Background: an optimization exercise with open tools, aiming at small area, a short achievable clock period and few clock cycles. Do not read the settings as production practice.
No functional check of the RTL was part of any run shown here.
Power and IR drop assume default switching activity.

[design/flow/run.sh]
#!/bin/bash
# synth_recipe.tcl (not shown) runs the flow's synth.tcl, then flattens the netlist and writes it again
# the make line also repeats each setting of config.mk as NAME=value (left out here)
make -C /OpenROAD-flow-scripts/flow DESIGN_CONFIG=/design/flow/config.mk WORK_HOME=/design/flow/orfs CLKGATE_MAP_FILE= SYNTH_SCRIPT=/design/flow/synth_recipe.tcl finish
[design/flow/config.mk]
export PLATFORM = sky130hd
export DESIGN_NAME = sampa_decoder
export DESIGN_NICKNAME = sampa_decoder
export VERILOG_FILES = /design/flow/design.v
export SDC_FILE = /design/flow/constraint.sdc
export NUM_CORES = 4
export LEC_CHECK = 0
export CAP_MARGIN = 20
export CORE_MARGIN = 2
export CORE_UTILIZATION = 40
export SLEW_MARGIN = 20
[design/flow/constraint.sdc]
create_clock -name core_clock -period 10.0 [get_ports {clk}]
set_input_delay 2.0000 -clock core_clock [delete_from_list [all_inputs] [get_ports {clk}]]
set_output_delay 2.0000 -clock core_clock [all_outputs]
set_load 0.01 [all_outputs]
[design/flow/design.v]
module sampa_elink_step (
    input  wire [1:0]  st,
    input  wire [5:0]  rem,
    input  wire [9:0]  nw,
    input  wire [49:0] win0,    
    input  wire [49:0] win1,    
    output reg  [1:0]  st_n,
    output reg  [5:0]  rem_n,
    output reg  [9:0]  nw_n,
    output reg         emit,
    output reg         word,    
    output wire        pos      
);
    localparam [49:0] SYNC = 50'h1555540F00113;
    localparam [1:0] S_HUNT   = 2'd0;
    localparam [1:0] S_HEADER = 2'd1;
    localparam [1:0] S_DATA   = 2'd2;
    wire sync0 = (win0 == SYNC);
    wire sync1 = (win1 == SYNC);
    wire end0 = (rem == 6'd1);
    wire end1 = (rem == 6'd2);
    assign pos = end0;
    wire [2:0] pkt    = end0 ? win0[9:7]   : win1[9:7];
    wire [9:0] numw   = end0 ? win0[19:10] : win1[19:10];
    wire       hsync  = end0 ? sync0 : sync1;
    wire       pkt_sy = (pkt == 3'd2);
    wire       pkt_dt = (pkt != 3'd0) && (pkt != 3'd2) && (pkt != 3'd5);
    wire [5:0] rem_d2 = rem - 6'd2;
    reg        next_data;
    always @* begin
        st_n      = st;
        nw_n      = nw;
        emit      = 1'b0;
        word      = 1'b0;
        next_data = 1'b0;
        rem_n     = rem_d2;
        if (st == S_HUNT) begin
            if (rem[5:1] == 5'd0)
                rem_n = 6'd0;
            if ((rem[5:1] == 5'd0) && sync0) begin
                st_n  = S_HEADER;
                rem_n = 6'd49;
            end else if ((rem[5:2] == 4'd0) && (rem[1:0] != 2'd3) && sync1) begin
                st_n  = S_HEADER;
                rem_n = 6'd50;
            end
        end else if (end0 || end1) begin
            if (st == S_HEADER) begin
                emit = pkt_dt || (pkt_sy && !hsync);
                if (pkt_dt && numw != 10'd0) begin
                    st_n      = S_DATA;
                    nw_n      = numw;
                    next_data = 1'b1;
                end
            end else begin
                emit = 1'b1;
                word = 1'b1;
                nw_n = nw - 10'd1;
                if (nw == 10'd1)
                    st_n = S_HEADER;
                else
                    next_data = 1'b1;
            end
            rem_n = next_data ? (end0 ? 6'd9 : 6'd10) : (end0 ? 6'd49 : 6'd50);
        end
    end
endmodule
module sampa_elink (
    input  wire        clk,
    input  wire        rst,
    input  wire        clr,         
    input  wire        take,        
    input  wire        b0,
    input  wire        b1,
    input  wire        pop,         
    output reg         slot_valid,
    output reg         slot_word,   
    output reg         slot_pos,    
    output wire        slot_emit,   
    output reg  [50:0] sr           
);
    reg  [1:0] st;
    reg  [5:0] rem;
    reg  [9:0] nw;
    wire [1:0] st_n;
    wire [5:0] rem_n;
    wire [9:0] nw_n;
    wire       emit_n, word_n, pos_n;
    sampa_elink_step u_step (
        .st(st), .rem(rem), .nw(nw),
        .win0({b0, sr[50:2]}), .win1({b1, b0, sr[50:3]}),
        .st_n(st_n), .rem_n(rem_n), .nw_n(nw_n),
        .emit(emit_n), .word(word_n), .pos(pos_n)
    );
    wire emit = take & emit_n;
    assign slot_emit = emit;
    always @(posedge clk) begin
        if (rst) begin
            st         <= 2'd0;
            rem        <= 6'd50;
            slot_valid <= 1'b0;
        end else begin
            if (take) begin
                sr <= {b1, b0, sr[50:2]};
                nw <= nw_n;
            end
            if (clr) begin
                st  <= 2'd0;
                rem <= 6'd50;
            end else if (take) begin
                st  <= st_n;
                rem <= rem_n;
            end
            if (emit)
                slot_valid <= 1'b1;
            else if (pop)
                slot_valid <= 1'b0;
        end
        if (emit) begin
            slot_word <= word_n;
            slot_pos  <= pos_n;
        end
    end
endmodule
module sampa_decoder (
    input  wire        clk,
    input  wire        rst,
    input  wire        in_valid,
    output wire        in_ready,
    input  wire [31:0] in_word,
    input  wire [15:0] in_mask,
    input  wire        clear,
    output wire        out_valid,
    input  wire        out_ready,
    output wire [3:0]  out_elink,
    output wire [1:0]  out_kind,
    output wire [49:0] out_data
);
    localparam N = 16;
    wire [N-1:0]    slot_valid;
    wire [N-1:0]    slot_word;
    wire [N-1:0]    slot_pos;
    wire [N-1:0]    slot_emit;
    wire [51*N-1:0] slot_sr;
    reg        a_v, b_v;
    reg [55:0] a_sym, b_sym;    
    reg        rdy;             
    wire q_pop  = a_v & out_ready;
    wire q_room = ~b_v | q_pop;
    wire [N-1:0] grant = slot_valid & (~slot_valid + {{(N-1){1'b0}}, 1'b1});
    wire         any   = |slot_valid;
    wire         push  = any & q_room;
    wire [N-1:0] pop   = grant & {N{q_room}};
    assign in_ready  = rdy;
    assign out_valid = a_v;
    assign {out_elink, out_kind, out_data} = a_sym;
    wire accept = in_valid & rdy;
    genvar e;
    generate
        for (e = 0; e < N; e = e + 1) begin : g_elink
            sampa_elink u_elink (
                .clk        (clk),
                .rst        (rst),
                .clr        (clear),
                .take       (accept & ~in_mask[e]),
                .b0         (in_word[2*e+1]),
                .b1         (in_word[2*e]),
                .pop        (pop[e]),
                .slot_valid (slot_valid[e]),
                .slot_word  (slot_word[e]),
                .slot_pos   (slot_pos[e]),
                .slot_emit  (slot_emit[e]),
                .sr         (slot_sr[51*e +: 51])
            );
        end
    endgenerate
    integer k;
    reg [50:0] sel_sr;
    reg        sel_word, sel_pos;
    reg [3:0]  sel_elink;
    reg [49:0] win;
    reg [55:0] sym;
    always @* begin
        sel_sr    = 51'd0;
        sel_word  = 1'b0;
        sel_pos   = 1'b0;
        sel_elink = 4'd0;
        for (k = 0; k < N; k = k + 1) begin
            sel_sr    = sel_sr | (slot_sr[51*k +: 51] & {51{grant[k]}});
            sel_word  = sel_word | (slot_word[k] & grant[k]);
            sel_pos   = sel_pos | (slot_pos[k] & grant[k]);
            sel_elink = sel_elink | (k[3:0] & {4{grant[k]}});
        end
        win = sel_pos ? sel_sr[49:0] : sel_sr[50:1];
        if (sel_word)
            sym = {sel_elink, 2'd1, 40'd0, win[49:40]};
        else
            sym = {sel_elink, (win[9:7] == 3'd2) ? 2'd2 : 2'd0, win};
    end
    wire [N-1:0] slots_n = (slot_valid & ~pop) | slot_emit;
    wire         none_n  = ~|slots_n;
    wire         one_n   = ~|(slots_n & (slots_n - {{(N-1){1'b0}}, 1'b1})) & ~none_n;
    wire         b_v_n   = q_pop ? (b_v & push) : (b_v | (a_v & push));
    always @(posedge clk) begin
        if (rst) begin
            a_v <= 1'b0;
            b_v <= 1'b0;
            rdy <= 1'b1;
        end else begin
            rdy <= none_n | (one_n & ~b_v_n);
            if (q_pop) begin
                a_v <= b_v | push;
                b_v <= b_v & push;
            end else begin
                a_v <= a_v | push;
                b_v <= b_v | (a_v & push);
            end
        end
        if (q_pop | ~a_v)
            a_sym <= b_v ? b_sym : sym;
        if (push & (q_pop ? b_v : a_v))
            b_sym <= sym;
    end
endmodule
==> notes.md, run 1 <==
Final Routed Wirelength 203,000 um; routed vias/inst 6.27; max-slew violations 0; sequential share of power 52.0%; Post-Synth Adder-Cell Area 1.03%; Power Total 11,400 uW; Reg clk slew, reported paths 0.06 ns; GPL Wtd Cong 0.954; pin count of the biggest net entering global routing 79; internal reg-to-reg setup slack 5.00 ns; H-Tree Depth 4; io pins 111; final worst slack 4.97 ns; setup_tns 0 ns; critical path class input port to register; synth top area cells edfxtp_1, dfxtp_1, nand2_1; hold path endpoint g_elink[0].u_elink.sr[28]; status no timing/DRC/antenna violations; register area share after synthesis 59.5%; synthesized area per cell 11.4 um^2; fmax 199 MHz; Die W 396 um; vias 47,700; FF+latch count, synth 1,267; Net Count, Synth 5,500; Hold Path Depth 0; total congestion overflow 0; initial antenna violation count 9; Synth Area in XOR/XNOR 2.07%; Detailed Routing Iterations Pass 1 10; DRC 0; main combinational cell family by area after synthesis simple AND/OR/NAND/NOR gates; nets@finish 5,562; worst-margin pin slew 1.11 ns; leak pwr 0.0238 uW; Post-synth EDFFs 1,120; Die Y-Extent 396 um; Synth Cell Area 61,400 um^2; row cnt 143; # Max-Cap Violations 0; initial core utilization 40.4%; Tcrit/Tclk final 50.3%; post-layout minimum cycle time 5.03 ns; CTS Buf Count 141; Worst Hold Class register to register; Synth top area share 54.7%; unrepaired setup endpoints after global routing no; relative slew slack 26.2%; # port buffers 110; Power Density 164 nW/um^2; vias in the first global route 44,300; setup bufs post-CTS 0; worst r2r path cells 12; CTS max path bufs 3; number of DRC markers in iteration 0 7,310; CTS root buf clkbuf_16; largest area contributor in the synthesized netlist edfxtp_1; Post-synth top cells edfxtp_1, nand2_1, nor2_1; Synth cell types 89; Final Cell Area 69,600 um^2; # setup viols final 0; most frequent cell after synthesis edfxtp_1; Max FO, Critical Path 12; r2r startpoint g_elink[1].u_elink.slot_valid; ys flop type edfxtp_1; VDD IR-drop max 0.144 mV; crit start category input port; placed cell area 64,900 um^2; ratio of cells with drive above 1 in the final layout 7.55%; NetSw 2520 uW; Worst Path Required 10.68 ns; Routed wire per std cell 26.7 um; post-synthesis simple-gate area fraction 19.8%; hold_buf cts 0; Worst Path Arrival 5.71 ns; Hold Vio Cnt, Final 0; worst slack at placement 4.19 ns; Logic pwr share 1.9%; async set or reset register ratio after synthesis 0%; Tot GR Track Use 25.2%; Mapped Cells 5,399; Synthesis Warnings 3; Skew-Pair Late Insertion Delay 0.81 ns; first-pass GRT wire length 297,000 um; Die ar. 157,000 um^2; total core area 152,000 um^2; CTS tree yes; post-cts resize count 0; Synth Area in Compound Gates 13.2%; internal power 8900 uW; Final Util 45.7%; Worst R2R End a_sym[3]; Clk pwr share 46.1%; CP Capture Type register; mux share of post-synthesis cell area 1.87%; Layout Skew 0.0284 ns; Area Overhead vs Synth 13.2%; clock sink count 1,267; post-route antenna net violation count 0; Post-DP HPWL 148,000 um; HP Start g_elink[0].u_elink.sr[30]; sw frac 22.1%
-- placed cells by master, fill, tap and decap left out, types with 47 or more instances in the layout --
cell                n
edfxtp_1         1120
nand2_1           611
nor2_1            476
a21oi_1           225
nor4bb_1          186
nor3_1            185
nand3_1           175
a31oi_1           156
o21ai_0           145
dfxtp_1           144
clkbuf_16         142
a221oi_1          137
inv_1             124
a22oi_1           121
nor4_1            111
clkdlybuf4s50_1   109
xor2_1            108
buf_4              78
mux2i_1            73
a222oi_1           62
o31ai_1            60
nand4_1            58
and3_1             56
a22o_1             48
ha_1               48
nor2b_1            47
-- critical path: stages --
cell	delay (ns)
clkdlybuf4s50_1	0.78
nand2_2	0.10
buf_4	0.25
or2_2	0.40
nor3_1	0.62
a31oi_1	0.38
maj3_1	0.44
a32o_1	0.20
a21boi_0	0.22
a211oi_1	0.08
a31o_1	0.20
-- final cells by class --
cell class / instances / area [um^2]
inverter: 127 / 477
timing repair buffer: 192 / 1700
multi-input combinational: 3732 / 23600
fill: 13800 / 82700
clock inverter: 68 / 800
clock buffer: 188 / 3830
sequential: 1267 / 36600
antenna: 3 / 7.51
tap: 2030 / 2540
-- cells by family after synthesis --
| family | after synthesis |
|---|---|
| AOI/OAI and AO/OA | 1157 |
| xor gates and xnor gates | 145 |
| adders and majority gates | 51 |
| buffers and inverters | 400 |
| DFF | 1267 |
| muxes | 110 |
| and+or+nand+nor | 2269 |
-- power by group through the flow --
| stage | clock network, uW | registers [uW] | logic [uW] |
|---|---|---|---|
| 2_1_floorplan | 0 | 5990 | 129 |
| 3_3_place_gp | 0 | 6040 | 215 |
| 3_5_place_dp | 0 | 6040 | 217 |
| 4_1_cts | 5330 | 5930 | 218 |
| 5_1_grt | 5520 | 5940 | 236 |
| 6_report | 5270 | 5930 | 219 |
-- metrics by stage --
stage / std cells / hold slack, ns
after floorplan: 5399 / 0.424
after global routing: 7604 / 0.489
after global placement: 7343 / 0.460
final: 7607 / 0.476
after detailed placement: 7347 / 0.460
after CTS: 7603 / 0.474
-- registers in the layout, summed over array words and instances, names as in the netlist --
name,flops
g_elink.u_elink.rem,96
g_elink.u_elink.nw,160
g_elink.u_elink.slot_word,16
rdy,1
a_sym,56
b_v,1
b_sym,56
g_elink.u_elink.slot_valid,16
a_v,1
g_elink.u_elink.slot_pos,16
g_elink.u_elink.st,32
g_elink.u_elink.sr,816
-- layer usage --
metal  up-vias  track usage, %  share of wire [%]  wire, um
met1     23600            36.1                 42     84800
li1      21300               -                  -         -
met2      2573            37.0                 43     88200
met3       302            6.04                 11     22500
met4         6            9.00                3.7      7520
met5         -               0              0.017        34
-- worst max-delay path by stage --
stage,from,end,slack (ns),cells after the start
3_5_place_dp,in_valid,rdy,4.19,11
4_1_cts,in_valid,rdy,4.99,11
3_3_place_gp,in_valid,rdy,4.19,11
6_report,in_valid,rdy,4.97,11
2_1_floorplan,in_valid,g_elink[6].u_elink.nw[0],3.46,6
5_1_grt,g_elink[1].u_elink.slot_valid,a_sym[3],4.82,12
==> run 2, diff against run 1 <==
--- a/design/flow/config.mk
+++ b/design/flow/config.mk
@@ -5,7 +5,9 @@
 export SDC_FILE = /design/flow/constraint.sdc
 export NUM_CORES = 4
 export LEC_CHECK = 0
+export ABC_CLOCK_PERIOD_IN_PS = 4000
 export CAP_MARGIN = 20
 export CORE_MARGIN = 2
 export CORE_UTILIZATION = 40
+export SETUP_SLACK_MARGIN = 5
 export SLEW_MARGIN = 20
==> run 2 against run 1 <==
Net effect:
- still clean
- sequential share of layout area is essentially flat
- synthesized cell count is the same
- sequential power is essentially flat
- count of clock-buffer cells in the layout grew 3
- critical path depth grew 1
- non-clock buffer count shrank 7
- combinational power is essentially flat
- core utilization is essentially flat
- clock skew grew 0.016 ns
- cell area is essentially flat
- clock power is essentially flat
- die area is the same
==> notes.md, run 2 <==
initial core utilization 40.4% (unchanged); Post-synth EDFFs 1,120 (unchanged); synth top area cells edfxtp_1, dfxtp_1, nand2_1; Power Density 164 nW/um^2 (-0.18%); # Max-Cap Violations 0 (unchanged); CTS root buf clkbuf_16; GPL Wtd Cong 0.975 (+2.3%); ratio of cells with drive above 1 in the final layout 7.71% (+0.16 points); Top reg by flops g_elink.u_elink.sr; leak pwr 0.0238 uW (about the same); crit-path most repeated cell buf_4; Tot GR Track Use 25.2% (+0.037 points); # setup viols final 0 (unchanged); nets@finish 5,555 (-0.13%); Net Count, Synth 5,500 (unchanged); Worst Hold Class register to register; register area share after synthesis 59.5% (unchanged); Mapped Cells 5,399 (unchanged); io pins 111 (unchanged); Final Routed Wirelength 204,000 um (+0.34%); relative slew slack 12.9% (-13 points); critical path class register to register; slowest stage cell on the critical path or4_1; fmax 201 MHz (+1.1%); pin count of the biggest net entering global routing 85 (+7.6%); status no timing/DRC/antenna violations; most frequent cells in the layout edfxtp_1, nand2_1, nor2_1; post-layout minimum cycle time 4.98 ns (-0.0554 ns); post-route antenna net violation count 0 (unchanged); Die ar. 157,000 um^2 (unchanged); Reg clk slew, reported paths 0.06 ns (about the same); Max FO, Critical Path 54 (+42); Post-DP HPWL 148,000 um (+0.20%); FF+latch count, synth 1,267 (unchanged); row cnt 143 (unchanged); ys flop type edfxtp_1; placed cell area 64,800 um^2 (about the same); Synth cell types 89 (unchanged); vias 47,700 (+0.071%); clock sink count 1,267 (unchanged); crit start category register; DRC 0 (unchanged); CTS Buf Count 141 (unchanged); Power Total 11,400 uW (-0.17%); CTS tree yes; VDD IR-drop max 0.145 mV (+0.95%); unrepaired setup endpoints after global routing yes; max-slew violations 0 (unchanged); Routed wire per std cell 26.8 um (+0.32%); CP Capture Type register; Hold Vio Cnt, Final 0 (unchanged); commonest non-fill, non-tap cell in the layout edfxtp_1; most frequent cell after synthesis edfxtp_1; worst slack at placement 4.13 ns (-0.0628 ns); Critical path buffers and inverters 3 (+1); initial antenna violation count 9 (unchanged); Die Y-Extent 396 um (unchanged); Synthesis Warnings 3 (unchanged); Layout Skew 0.0448 ns (+0.0164 ns); vias in the first global route 43,800 (-1.2%); Worst Path Required 10.66 ns (-0.02 ns); top flop regs g_elink.u_elink.sr: 816 flops, g_elink.u_elink.nw: 160 flops, g_elink.u_elink.rem: 96 flops; largest area contributor in the synthesized netlist edfxtp_1; Area Overhead vs Synth 13.2% (about the same); total core area 152,000 um^2 (unchanged); Worst Path Arrival 5.64 ns (-0.07 ns); Die W 396 um (unchanged); Synth top area share 54.7% (unchanged); H-Tree Depth 4 (unchanged); final worst slack 5.02 ns (+0.0554 ns); dpl cells 7,341 (-0.082%); synthesized area per cell 11.4 um^2 (unchanged); setup bufs post-CTS 0 (unchanged); Tcrit/Tclk final 49.8% (-0.55 points); Skew-Pair Late Insertion Delay 0.81 ns (about the same); crit-path cells or4_1 -> buf_4 -> or4_1 -> nor2_4 -> buf_4 -> a221oi_1 -> nand3_2 -> buf_4 -> nor2_1 -> a21oi_1 -> nor2b_1 -> mux2_2; Detailed Routing Iterations Pass 1 9 (-1); worst-margin pin slew 1.31 ns (+0.199 ns); Post-synth top cells edfxtp_1, nand2_1, nor2_1; Finished Layout Cells 7,609 (+0.026%); slowest cell delay on critical path 0.81 ns (+0.03 ns); setup_tns 0 ns (unchanged); Synth Cell Area 61,400 um^2 (unchanged); number of DRC markers in iteration 0 7,204 (-1.5%); first-pass GRT wire length 297,000 um (about the same); async set or reset register ratio after synthesis 0% (unchanged); routed vias/inst 6.28 (about the same); kind of cell adding the most delay to the critical path simple AND/OR/NAND/NOR gates; max FFs per register 816 (unchanged); Final Cell Area 69,600 um^2 (about the same); hold_buf cts 0 (unchanged); total congestion overflow 0 (unchanged); CTS max path bufs 3 (unchanged); # port buffers 110 (unchanged)
-- run 2: cell counts after synthesis --
Identical to the previous run, type by type.
-- run 2: final timing paths --
check	from	endpoint	slack, ns	depth (start not counted)
setup / recovery	g_elink[2].u_elink.slot_valid	a_sym[43]	5.02	12
hold / removal	g_elink[3].u_elink.sr[5]	g_elink[3].u_elink.sr[3]	0.47	0
setup reg to reg	g_elink[2].u_elink.slot_valid	a_sym[43]	5.02	12
hold reg to reg	g_elink[3].u_elink.sr[5]	g_elink[3].u_elink.sr[3]	0.47	0
-- run 2: per-stage QoR --
step	utilization, %	hold slack, ns
detailed placement	42.6	0.464
finish	45.7	0.471
global route	45.7	0.484
global placement	42.6	0.462
floorplan	-	0.424
CTS	45.6	0.467
-- run 2: kinds of logic (layout without fill, tap and decap cells) --
kind of cell / count (synthesis) / after routing / synth area share, %
DFF: 1267 / 1267 / 59.5
muxes: 110 / 110 / 1.87
xor gates and xnor gates: 145 / 145 / 2.07
adders and majority gates: 51 / 51 / 1.03
buffers and inverters: 400 / 575 / 2.53
and+or+nand+nor: 2269 / 2269 / 19.8
AOI/OAI and AO/OA: 1157 / 1157 / 13.2
other: 0 / 5 / 0
-- run 2: cell type report --
type / instances / area [um^2]
fill: 13800 / 82700
inverter: 127 / 477
timing repair buffer: 185 / 1670
tap: 2030 / 2540
clock inverter: 72 / 772
multi-input combinational: 3732 / 23600
clock buffer: 191 / 3860
sequential: 1267 / 36600
antenna: 5 / 12.5
-- run 2: metal layers --
layer / track usage (%) / up-vias / share of wire [%]
met4: 8.66 / 6 / 3.4
met5: 0 / - / 0.018
li1: - / 21300 / -
met3: 6.25 / 313 / 11
met2: 37.2 / 2576 / 44
met1: 36.1 / 23600 / 42
-- run 2: report_power, final --
| part | total (uW) | internal [uW] | leakage [uW] | switching, uW |
|---|---|---|---|---|
| Sequential | 5940 | 5820 | 0.0123 | 119 |
| Combinational | 216 | 73.1 | 0.00925 | 143 |
| Clock | 5250 | 2980 | 0.00226 | 2270 |
-- run 2: timing repair --
item,in CTS,in global routing
hold endpoints to repair,0,0
gates resized for setup,1,8
pin swaps,0,0
endpoints found under the setup margin,10,17

## re-timing with driven ports
The results above use ideal ports. As a check the final layouts listed here were re-extracted and re-timed, cells and wires unchanged. Step 1 (the two cells are an assumption about what drives the block):
set clk [get_ports {clk}]
set_driving_cell -lib_cell sky130_fd_sc_hd__clkbuf_16 $clk
set_driving_cell -lib_cell sky130_fd_sc_hd__buf_2 [delete_from_list [all_inputs] $clk]
Step 2 also shifts input and output timing later by t, the mid clock arrival at the registers, as if the neighbouring blocks saw the same clock. Slacks: ideal / step 1 / step 2; pairs: ideal / step 1.
run | t (ns) | slack for setup (ns) | worst hold slack (ns)
run 1 | 0.869 | 4.966 / 4.998 / 4.159 | 0.476 / 0.476 / 0.476
run 2 | 0.869 | 5.022 / 5.022 / 4.223 | 0.471 / 0.471 / 0.471
After both steps setup and hold are still met in every run listed. For run 1, which loses most, drivers alone change the setup slack by +0.032 ns; drivers and shift together by -0.807 ns.
